Source: an optimization exercise on an open RTL-to-GDS flow (aim: small area, a short achievable clock period and few clock cycles per item). Production flows keep margins and buffers that such runs may drop.
In this exercise RTL edits were held to simulation tests only and were not proved equivalent to the original.

Setup of run A:
// wsc_px3
module wsc_px3 (
    input  wire         clk,
    input  wire         rst,
    input  wire         in_valid,
    output wire         in_ready,
    input  wire         in_op,        
    input  wire [287:0] in_win,
    output reg          out_valid,
    input  wire         out_ready,
    output reg  [31:0]  out_pix
);
Size in the first run: roughly 2900 cells after synthesis, roughly 220 flip-flops, about 330 I/O pins, ~0.033 mm2 of cells after synthesis.
export LEC_CHECK = 0
export CAP_MARGIN = 20
export CORE_MARGIN = 2
export CORE_UTILIZATION = 40
export CTS_BUF_LIST = sky130_fd_sc_hd__clkbuf_4 sky130_fd_sc_hd__clkbuf_8
export SLEW_MARGIN = 20
export SYNTH_HIERARCHICAL = 1
create_clock -name core_clock -period 28.0 [get_ports {clk}]
standard.sh (not shown) runs the stock make flow with config.mk's settings and CLKGATE_MAP_FILE= SYNTH_SCRIPT=/design/flow/synth_recipe.tcl, a recipe that flattens the netlist after the stock synthesis.
==> flow/flow/run.sh <==
#!/bin/bash
set -e
export BUFFER_PORTS_ARGS="-buffer_cell sky130_fd_sc_hd__buf_1"
export SETUP_SLACK_MARGIN=20.35
bash standard.sh > standard.log 2>&1
Testbench counts of run A, summed over its fixed seeds: cycles 12,016, items 12,000.
The inputs of run B differ from those of run A as listed below.
Settings: putting ABC_AREA at 1 where nothing was set; putting CTS_CLUSTER_DIAMETER at 60 where nothing was set; putting CTS_CLUSTER_SIZE at 20 where nothing was set.
--- a/flow/flow/run.sh
+++ b/flow/flow/run.sh
@@ -4 +4 @@
-export SETUP_SLACK_MARGIN=20.35
+export SETUP_SLACK_MARGIN=20.55
## What came out
- The distinct cell type count of the synthesized netlist reported for run B is smaller than that of run A by 31.
- Run B reports a higher multi-input combinational cell count than run A does.
- Comparing run A and run B, the higher synthesized cell count was measured on run B.
- Run B: PASS, flow complete, no timing, DRC or antenna violations
- Per the final summary, run A finished and its layout is clean on timing, DRC and antenna.
- Worst hold slack: run B lower than run A
The following lists how run C was set up differently from run B:
Settings: an added PLACE_DENSITY of 0.8; a deleted ABC_AREA that had been 1.
--- a/flow/flow/run.sh
+++ b/flow/flow/run.sh
@@ -4 +4 @@
-export SETUP_SLACK_MARGIN=20.55
+export SETUP_SLACK_MARGIN=20.35
[summary]
- Run C: no failed stages, no open violations at the end
- From run B to run C the numbers moved as follows: worst hold margin climbed 0.033 ns; required time at the endpoint of the critical path climbed 0.04 ns.
- Run B → run C: relative slew slack has increased.
- Of run B and run C, the run reporting the higher minimum period implied by the final worst setup slack was run C.
- The worst setup slack in run C sits 0.28 ns below the value recorded for run B.
- Run C reports a higher share of cell area taken by muxes after synthesis than run B does.
- Number of cell rows (run C vs. run B) decreases by a few percent
- Run C reports its start point of the critical path as in_win[196] while run B reports in_win[166].
Input-level comparison between run D and run C:
Settings: clearing PLACE_DENSITY, which used to be 0.8; putting ABC_AREA at 1 where nothing was set.
--- outcome ---
The run showing the smaller fraction of met2 tracks used by global routing is run C.
Compared with run C, in run D number of fill cells in the layout went up 1243; complex-gate fraction of the synthesized area went down 6.2 points; delay contributed by the slowest stage of the critical path went down 0.13 ns; average cell area after synthesis went down about 23%.


## before
Starting RTL as in the previous note.
Design wsc_px3, start of the top module:
module wsc_px3 (
    input  wire         clk,
    input  wire         rst,
    input  wire         in_valid,
    output wire         in_ready,
    input  wire         in_op,        
    input  wire [287:0] in_win,
    output reg          out_valid,
    input  wire         out_ready,
    output reg  [31:0]  out_pix
);
clock: 28.0 ns
lec_check: 0
abc_clock_period_in_ps: 2500
cap_margin: 20
core_margin: 2
core_utilization: 40
cts_buf_list: sky130_fd_sc_hd__clkbuf_4 sky130_fd_sc_hd__clkbuf_8
cts_cluster_diameter: 60
cts_cluster_size: 20
slew_margin: 20
synth_hierarchical: 1
==> flow/flow/run.sh <==
#!/bin/bash
set -e
export BUFFER_PORTS_ARGS="-buffer_cell sky130_fd_sc_hd__buf_1"
export SETUP_SLACK_MARGIN=20.35
bash standard.sh > standard.log 2>&1
Testbench counts of before, summed over its fixed seeds: cycles 12,016, items 12,000.
Inputs modified between before and after:
diff --git a/flow/config.mk b/flow/config.mk
--- a/flow/config.mk
+++ b/flow/config.mk
@@ -8 +7,0 @@
-export ABC_CLOCK_PERIOD_IN_PS = 2500
==> run notes <==
- | area growth from synthesis to layout | after vs before | ≈ equal |
- Reported for before and after, wire length of the first global-routing pass turned out identical to the last digit.
- Reported for before and after, post-route setup TNS turned out identical to the last digit.
- Re fraction of final layout cells sized beyond drive strength 1: no difference whatsoever between after and before.
- Compared before against after; post-layout instance area within noise.
- Diff before -> after: met2 layer wire length in the routed design level; boundary pin count level.
- Re multi-input combinational gate total: no difference whatsoever between before and after.
- met3 capacity usage during global routing across before and after: no real change.


wsc_px3, a different RTL version from the one above (not shown whole).
For scale: about 2900 cells after synthesis, roughly 33000 um2 of cells after synthesis.
clock: 28.0 ns
lec_check: 0
cap_margin: 20
core_margin: 2
core_utilization: 40
slew_margin: 20
synth_hierarchical: 1
==> flow/flow/run.sh <==
#!/bin/bash
set -e
export BUFFER_PORTS_ARGS="-buffer_cell sky130_fd_sc_hd__buf_1"
bash standard.sh > standard.log 2>&1
The starting point ran to the end with no violations.
Testbench counts at the start, summed over its fixed seeds: cycles 12,016, items 12,000.
Change:
==> flow/flow/run.sh (replaced) <==
#!/bin/bash
set -e
export BUFFER_PORTS_ARGS="-buffer_cell sky130_fd_sc_hd__buf_1"
export SETUP_SLACK_MARGIN=20.5
bash standard.sh > standard.log 2>&1
Result: First-iteration DRC count goes down by 14%. Die area does not change. Wire length rises by 2.0%. Design area rises by 4.7%. Global-route usage rises by 0.40 points. Area after synthesis is unchanged. Cell count increases by 0.60%.


wsc_px3 with an RTL version that a note above also has.
Size in the first run: roughly 2900 cells after synthesis, roughly 220 flip-flops, ~0.033 mm² of cells after synthesis.
export LEC_CHECK = 0
export CAP_MARGIN = 20
export CORE_MARGIN = 2
export CORE_UTILIZATION = 60
export CTS_BUF_LIST = sky130_fd_sc_hd__clkbuf_4 sky130_fd_sc_hd__clkbuf_8
export CTS_CLUSTER_DIAMETER = 60
export CTS_CLUSTER_SIZE = 20
export SLEW_MARGIN = 20
export SYNTH_HIERARCHICAL = 1
create_clock -name core_clock -period 28.0 [get_ports {clk}]
==> flow/flow/run.sh <==
#!/bin/bash
set -e
export BUFFER_PORTS_ARGS="-buffer_cell sky130_fd_sc_hd__buf_1"
export SETUP_SLACK_MARGIN=20.35
bash standard.sh > standard.log 2>&1
The baseline ran to the end with no violations.
Testbench counts at the start, summed over its fixed seeds: cycles 12,016, items 12,000.
==> next run, changes <==
--- a/flow/flow/run.sh
+++ b/flow/flow/run.sh
@@ -4 +4 @@
-export SETUP_SLACK_MARGIN=20.35
+export SETUP_SLACK_MARGIN=20.2
- CORE_UTILIZATION: 60 -> 40
Outcome: The changed run finished with timing, DRC and antenna clean; critical path depth is unchanged; area after synthesis is unchanged; cell count goes up by 7.9%; worst hold slack gets worse by 0.0039 ns; setup slack loses 0.025 ns; cell area rose by about 0.6%.
==> next run, changes <==
--- a/flow/flow/run.sh
+++ b/flow/flow/run.sh
@@ -4 +4 @@
-export SETUP_SLACK_MARGIN=20.2
+export SETUP_SLACK_MARGIN=20.45
=> The changed run produced a clean layout. Cell count barely changes. Core utilization climbs by 0.61 points. Hold slack degrades by 0.012 ns. Clock-buffer cell count drops by 1. Synthesized area does not change. Setup slack improves by 0.045 ns. Sequential share of layout area drops by 0.19 points. Routed wire length barely changes.

separate check: timing with driven ports:
How much do the figures lean on ideal ports? The routed layouts below were timed once more, with nothing changed but the port constraints.
Step 1, drivers: a clkbuf_16 drives clk and a buf_2 each remaining input, both assumed.
Step 2, shift: input delay + t, output delay - t, t = (earliest + latest rising clock arrival at the registers) / 2. This alone moves slack from input paths to output paths.
Slacks: no drivers / after step 1 / after step 2; pairs: no drivers / after step 1.
run | t (ns) | setup slack, ns | clock arrival spread, ns
run A | 0.676 | 20.372 / 20.411 / 19.735 | 0.055 / 0.054
run B | 0.683 | 20.637 / 20.669 / 19.986 | 0.080 / 0.080
run C | 0.688 | 20.355 / 20.384 / 19.697 | 0.028 / 0.029
run D | 0.693 | 20.589 / 20.568 / 19.926 | 0.089 / 0.090
before | 0.690 | 20.371 / 20.404 / 19.714 | 0.061 / 0.060
after | 0.690 | 20.371 / 20.404 / 19.714 | 0.061 / 0.060
the first run of note 3 | 0.641 | 19.691 / 19.691 / 19.538 | 0.021 / 0.021
the second run of note 3 | 0.645 | 20.346 / 20.375 / 19.730 | 0.037 / 0.037
the first run of note 4 | 0.690 | 20.345 / 20.382 / 19.692 | 0.047 / 0.046
the second run of note 4 | 0.669 | 20.319 / 20.347 / 19.678 | 0.045 / 0.044
the third run of note 4 | 0.657 | 20.364 / 20.398 / 19.740 | 0.051 / 0.051
After both steps setup and hold are still met in every run listed. The setup slack of run D, which loses most, moves by -0.021 ns with the drivers and by -0.663 ns with both steps.
